What follows belongs to an exercise in optimizing a design on an open flow for small area; a production flow would make more cautious choices. The RTL was checked by simulation tests, not by an equivalence proof against the original design. Power is estimated from default activity; no workload was simulated.

==> flow/design.v <==
module juu_alu (
    input  wire [15:0] a,
    input  wire [15:0] b,
    input  wire [2:0]  op,
    input  wire        cin,
    input  wire        shl,
    input  wire        shr,
    output reg  [15:0] y
);
    reg [15:0] r0;    
    reg [15:0] r1;    
    always @(*) begin
        case (op)
            3'd0: r0 = 16'h0000;
            3'd1: r0 = a + ~b;
            3'd2: r0 = ~a + b;
            3'd3: r0 = a + b;
            3'd4: r0 = a ^ b;
            3'd5: r0 = a | b;
            3'd6: r0 = a & b;
            default: r0 = 16'hFFFF;
        endcase
        r1 = cin ? r0 + 16'd1 : r0;
        if (shl)
            y = {r1[14:0], 1'b0};
        else if (shr)
            y = {1'b0, r1[15:1]};
        else
            y = r1;
    end
endmodule
module juu_core (
    input  wire        clk,
    input  wire        rst,         
    input  wire        run,         
    output wire [12:0] cs_addr,
    input  wire [39:0] cw,
    output wire [15:0] mem_addr,
    input  wire [15:0] mem_rdata,
    output wire        mem_we,
    output wire [15:0] bus_value,   
    output wire        halted,
    output wire [1:0]  fault,       
    input  wire [3:0]  dbg_sel,
    output reg  [15:0] dbg_data
);
    localparam FAULT_NONE     = 2'd0;
    localparam FAULT_PROTOCOL = 2'd1;
    localparam FAULT_CONFIG   = 2'd2;
    reg [15:0] gpr [0:7];
    reg [15:0] seg [0:3];
    reg [15:0] ir;
    reg [15:0] alu_a;
    reg [15:0] alu_b;
    reg [15:0] mar;
    reg [5:0]  mir;
    reg [6:0]  mpc;
    reg        halted_q;
    reg [1:0]  fault_q;
    wire cw_mirwr  = ~cw[0];
    wire cw_memrd  = ~cw[2];
    wire cw_memwr  = ~cw[3];
    wire cw_marwr  = ~cw[4];
    wire cw_segen  = ~cw[6];
    wire cw_sdir   =  cw[7];
    wire cw_regen  = ~cw[8];
    wire cw_rdir   =  cw[9];
    wire cw_aluBwr = ~cw[13];
    wire cw_aluAwr = ~cw[14];
    wire cw_shr    =  cw[15];
    wire cw_shl    =  cw[16];
    wire [2:0] cw_op = cw[19:17];
    wire cw_aluen  = ~cw[20];
    wire cw_cin    =  cw[21];
    wire cw_rsrc   =  cw[24];
    wire cw_halt   =  cw[28];
    wire cw_decode = ~cw[29];
    wire cw_mpcclr = ~cw[31];
    wire [1:0] cw_ssel = cw[37:36];
    wire cw_irwr   =  cw[38];
    wire segrd = cw_segen & ~cw_sdir;
    wire segwr = cw_segen &  cw_sdir;
    wire regrd = cw_regen & ~cw_rdir;
    wire regwr = cw_regen &  cw_rdir;
    wire [2:0] rsel = cw_rsrc ? ir[7:5] : ir[10:8];
    wire [1:0] n_plain_drivers = cw_memrd + segrd + regrd;
    wire       shift_conflict  = cw_aluen & cw_shl & cw_shr;
    reg [1:0] cycle_fault;
    always @(*) begin
        if (n_plain_drivers >= 2'd2)
            cycle_fault = FAULT_PROTOCOL;
        else if (shift_conflict)
            cycle_fault = FAULT_CONFIG;
        else if (cw_aluen && n_plain_drivers == 2'd1)
            cycle_fault = FAULT_PROTOCOL;
        else
            cycle_fault = FAULT_NONE;
    end
    wire engine_ready = run & ~halted_q & (fault_q == FAULT_NONE);
    wire execute      = engine_ready & (cycle_fault == FAULT_NONE);
    wire [15:0] alu_y;
    juu_alu u_alu (
        .a   (alu_a),
        .b   (alu_b),
        .op  (cw_op),
        .cin (cw_cin),
        .shl (cw_shl),
        .shr (cw_shr),
        .y   (alu_y)
    );
    reg [15:0] bus;
    always @(*) begin
        if (cw_memrd)
            bus = mem_rdata;
        else if (segrd)
            bus = seg[cw_ssel];
        else if (regrd)
            bus = gpr[rsel];
        else if (cw_aluen)
            bus = alu_y;
        else
            bus = 16'h0000;          
    end
    integer i;
    always @(posedge clk) begin
        if (rst) begin
            for (i = 0; i < 8; i = i + 1)
                gpr[i] <= 16'h0000;
            for (i = 0; i < 4; i = i + 1)
                seg[i] <= 16'h0000;
            ir       <= 16'h0000;
            alu_a    <= 16'h0000;
            alu_b    <= 16'h0000;
            mar      <= 16'h0000;
            mir      <= 6'd0;
            mpc      <= 7'd0;
            halted_q <= 1'b0;
            fault_q  <= FAULT_NONE;
        end else if (execute) begin
            if (cw_marwr) mar   <= bus;
            if (segwr)    seg[cw_ssel] <= bus;
            if (regwr)    gpr[rsel] <= bus;
            if (cw_aluAwr) alu_a <= bus;
            if (cw_aluBwr) alu_b <= bus;
            if (cw_irwr)  ir    <= bus;
            if (cw_mirwr)
                mir <= cw_irwr ? bus[15:10] : ir[15:10];
            else if (cw_decode)
                mir <= {1'b0, ir[15:11]};
            mpc <= (cw_mpcclr ? 7'd0 : mpc) + 7'd1;
            if (cw_halt) halted_q <= 1'b1;
        end else if (engine_ready) begin
            fault_q <= cycle_fault;
        end
    end
    assign cs_addr   = {mir, mpc};
    assign mem_addr  = mar;
    assign mem_we    = execute & cw_memwr & ~rst;
    assign bus_value = bus;
    assign halted    = halted_q;
    assign fault     = fault_q;
    always @(*) begin
        case (dbg_sel)
            4'd0, 4'd1, 4'd2, 4'd3,
            4'd4, 4'd5, 4'd6, 4'd7: dbg_data = gpr[dbg_sel[2:0]];
            4'd8, 4'd9, 4'd10, 4'd11: dbg_data = seg[dbg_sel[1:0]];
            4'd12: dbg_data = ir;
            4'd13: dbg_data = alu_a;
            4'd14: dbg_data = alu_b;
            default: dbg_data = mar;
        endcase
    end
endmodule
==> flow/run.sh <==
#!/bin/bash
# synth_recipe.tcl (not shown) runs the flow's synth.tcl, then flattens the netlist and writes it again
# the make line also repeats each setting of config.mk as NAME=value (left out here)
make -C /OpenROAD-flow-scripts/flow DESIGN_CONFIG=/design/flow/config.mk WORK_HOME=/design/flow/orfs CLKGATE_MAP_FILE= SYNTH_SCRIPT=/design/flow/synth_recipe.tcl finish
==> flow/config.mk <==
export PLATFORM = sky130hd
export DESIGN_NAME = juu_core
export DESIGN_NICKNAME = juu_core
export VERILOG_FILES = /design/flow/design.v
export SDC_FILE = /design/flow/constraint.sdc
export NUM_CORES = 4
export LEC_CHECK = 0
export CAP_MARGIN = 20
export CORE_MARGIN = 2
export CORE_UTILIZATION = 40
export PLACE_DENSITY = 0.6
export SLEW_MARGIN = 20
==> flow/constraint.sdc <==
create_clock -name core_clock -period 8.5 [get_ports {clk}]
set_input_delay 1.7000 -clock core_clock [delete_from_list [all_inputs] [get_ports {clk}]]
set_output_delay 1.7000 -clock core_clock [all_outputs]
set_load 0.01 [all_outputs]
==> run notes <==
top post-synthesis cells by area edfxtp_1 33%, dfxtp_1 9.1%, mux4_2 8.3%; largest net degree at the start of global routing 68; multi-input logic area 9510 um2; placed cell count 2,518; first-pass GRT wire length 93.3 mm; Synth area leader edfxtp_1; Ant. Diodes 0; Vias/cell 6.03; worst ir drop on vdd 0.161 mV; post-detailed-placement half-perimeter wirelength 45.2 mm; post-synthesis compound-gate area fraction 16.2%; Max Fclk 121 MHz; final setup fails 0; Int Pwr 2.62 mW; combined flip-flop and latch cell area 7370 um2; Routed Wire Length 64.0 mm; Max Cap Violations 0; Max stage delay on crit path 560 ps; Simple-Gate Fraction of Synth Area 18.8%; critical path class in -> out; clk latency of the worst-skew pair 590 ps; fraction of registers with async set/reset 0%; Sum Neg Setup Slack 0 ps; met3 Resource Use GR 4.31%; DRC viols 0; Yosys reg bits 272; Core ar. 43,200 um2; Psw 1.20 mW; worst hold-check path type reg -> reg; vias in the first global route 14,760; Ports 128; Critical Path Sink Type primary output; Post-synth EDFFs 192; grt peak-use layer met2; clk sinks 272; Worst EP arrival 6600 ps; XOR/XNOR Fraction of Synth Area 1.50%; max_slew headroom 33.3%; Detailed Routing Iterations Pass 1 6; Synth Area in Adders 5.12%; share of cells above drive strength 1 13.9%; WP data required 6800 ps; post-route ant nets 0; Power Density 184 nW/um2; initial antenna violation count 0; clock group share of total power 34.5%; Area Overhead vs Synth 18.5%; sequential area share after synthesis 42.0%; outcome complete, no violations; startpoint types input port; critical path cell sequence clkdlybuf4s50_1 > nor2b_1 > nand2_1 > buf_4 > buf_4 > xnor2_2 > ha_1 > a21o_1 > a21o_1 > o31a_1 > o31ai_2 > buf_4 > o32ai_1 > or4b_1 > or4_4 > a21o_1 > a31oi_4 > inv_2 > clkdlybuf4s50_1; post-layout min period 8300 ps; Layout Skew 21.9 ps; post-synth top area share 32.9%; Die Span Y 213 um; slowest CP cell or4b_1; FP Rows 76; final period utilization 97.6%; Worst Tran Pin Value 1000 ps; Final Hold Fails 0; Netlist Area Pre-Place 17,500 um2; CTS Buf Count 31; Final WS setup 201 ps; met2 Usage GRT 44.3%; syn nets 1,993; H-tree depth 1; pre-CTS setup slack 100 ps; Net Sw Frac 31.4%; CTS tree built; initial DRC count 1,537; Starting Density 40.7%; Post-CTS Hold Fix Bufs 0; Slew Limit Fails 0; Die X 213 um; GRT Total Usage 27.6%; Ys Warns 2; mux cell area share after synthesis 11.7%; Syn Inst Count 1,860; post-route insts no fill 2,582; fill cell count 4,173; Logic pwr share 25.8%; clock tree buffer depth 3; largest family of logic cells by synthesized area simple AND/OR/NAND/NOR gates; syn avg cell area 9.44 um2; port buffer count 111; die area 45,600 um2; leakage 7.79 nW; Cell variety after synth 85; global placement routability congestion 0.920; clock tree root buffer cell clkbuf_16; register share of total power 39.7%; Max FO, Critical Path 14; Final nets 2,105; Clock Pin Slew Worst Setup and Hold Paths 60 ps; via count 15,564; post-DR wirelength/cell 24.8 um; total gr overflow 0; GR Util met1 38.2%; Main synth FF type edfxtp_1
==> worst max-delay path: cells and delay by family <==
kind,cells,cell delay [ps]
adder cells (fa/ha/maj),1,350
AND/OR/NAND/NOR,4,1380
AO/OA/AOI/OAI,7,1430
buffers and inverters,6,1550
XOR/XNOR,1,170
==> path summary, 6_finish.rpt <==
check,from,end,slack [ps],depth (start not counted)
max,cw[17],bus_value[13],200,19
min,ir[3],ir[3],500,2
max reg2reg,alu_b[0],seg[3][11],3680,18
min reg2reg,ir[3],ir[3],500,2
==> registers in the layout, indices dropped and copies added (netlist names) <==
register  flops
mpc           7
gpr         128
seg          64
alu_a        16
alu_b        16
mir           6
ir           16
fault_q       2
halted_q      1
mar          16
==> stage by stage <==
stage | hold slack [ps] | total power [mW] | cell area, um2 | utilization [%]
after global placement | 491 | 2.49 | 19700 | 45.5
after detailed placement | 491 | 2.50 | 19700 | 45.5
after floorplan | 478 | 2.11 | 17500 | -
after global routing | 525 | 3.95 | 20800 | 48.2
after CTS | 500 | 3.80 | 20600 | 47.8
final | 502 | 3.82 | 20800 | 48.2
==> synthesized netlist by cell type, types with 5 or more instances <==
cell type	number
a21o_1	11
clkbuf_1	108
nor3b_1	8
o211ai_1	7
buf_2	8
nand3_1	58
o22a_1	7
ha_1	67
a31oi_1	9
nor3_1	28
nor2b_1	12
and2_1	5
inv_1	68
edfxtp_1	192
a311oi_1	9
dfxtp_1	80
nand3b_1	10
o31ai_1	6
nand4_1	8
nand2b_1	41
xor2_1	6
a211oi_1	62
nor2_1	377
a2111oi_0	5
o21a_1	6
o21ai_0	43
or3_1	13
a221o_1	9
xnor2_1	24
and3_1	15
o221ai_1	22
buf_1	18
mux2i_1	54
a22oi_1	9
a21oi_1	114
mux4_2	65
a221oi_1	21
o22ai_1	18
nand2_1	150
==> logic make-up after synthesis <==
group                    Yosys count
XOR/XNOR                          30
buffers and inverters            212
AND/OR/NAND/NOR                  743
AO/OA/AOI/OAI                    410
adder cells (fa/ha/maj)           70
flip-flops                       272
multiplexers                     123
==> power by group through the flow <==
| stage | logic, mW | clock network [mW] | registers [mW] |
|---|---|---|---|
| CTS | 0.957 | 1.32 | 1.52 |
| global placement | 0.944 | 0 | 1.54 |
| global route | 1.05 | 1.37 | 1.52 |
| floorplan | 0.580 | 0 | 1.53 |
| finish | 0.987 | 1.32 | 1.52 |
| detailed placement | 0.952 | 0 | 1.54 |
==> routing by layer <==
metal	share of wire, %	vias to the layer above
met1	42	7652
li1	-	7065
met5	0	-
met3	8.5	124
met4	3.5	0
met2	46	723
==> repair_timing <==
item                       in CTS  in global routing
resized for setup               0                 22
buffers inserted                0                  6
setup endpoints to repair       0                  9
==> area by class of cell <==
class	count	area share, %
Clock buffer	45	4.19
Tap cell	585	3.52
Clock inverter	13	0.559
Sequential cell	272	35.4
Timing Repair Buffer	218	9.26
Inverter	73	1.32
Multi-Input combinational cell	1376	45.7
==> placed cells by master, fill, tap and decap left out, types with 52 or more instances in the layout <==
cell type        synthesis  final
nor2_1                 377    373
buf_4                    4    108
mux2i_1                 54     52
inv_1                   68     68
edfxtp_1               192    192
nand3_1                 58     58
ha_1                    67     66
mux4_2                  65     65
clkdlybuf4s50_1          0    105
a21oi_1                114    110
a211oi_1                62     61
nand2_1                150    150
dfxtp_1                 80     80

## port drivers added, routing unchanged
Ports are ideal in the flow. The routed layout listed here was re-timed in OpenROAD.
Step 1 sets driving cells, clkbuf_16 on the clock port and buf_2 on the other inputs (assumed; they add their load-dependent delay and slew).
Step 2 adds t to the input delays and takes it off the output delays; t is the mean of the earliest and latest rising clock arrival at the registers after step 1. Input paths then give back, and output paths get back, about the clock's delay inside the block.
Slacks: no drivers / after step 1 / after step 2; pairs: no drivers / after step 1.
shift t [ns]: 0.631
setup slack, ns: 0.201 / 0.152 / 0.152
worst setup path at the end: input to output
clock arrival spread, ns: 0.025 / 0.025
worst data-port slew with drivers (ns): 0.11
After both steps setup and hold are still met in this run. For this run, drivers alone change the setup slack by -0.049 ns; drivers and shift together by -0.049 ns.
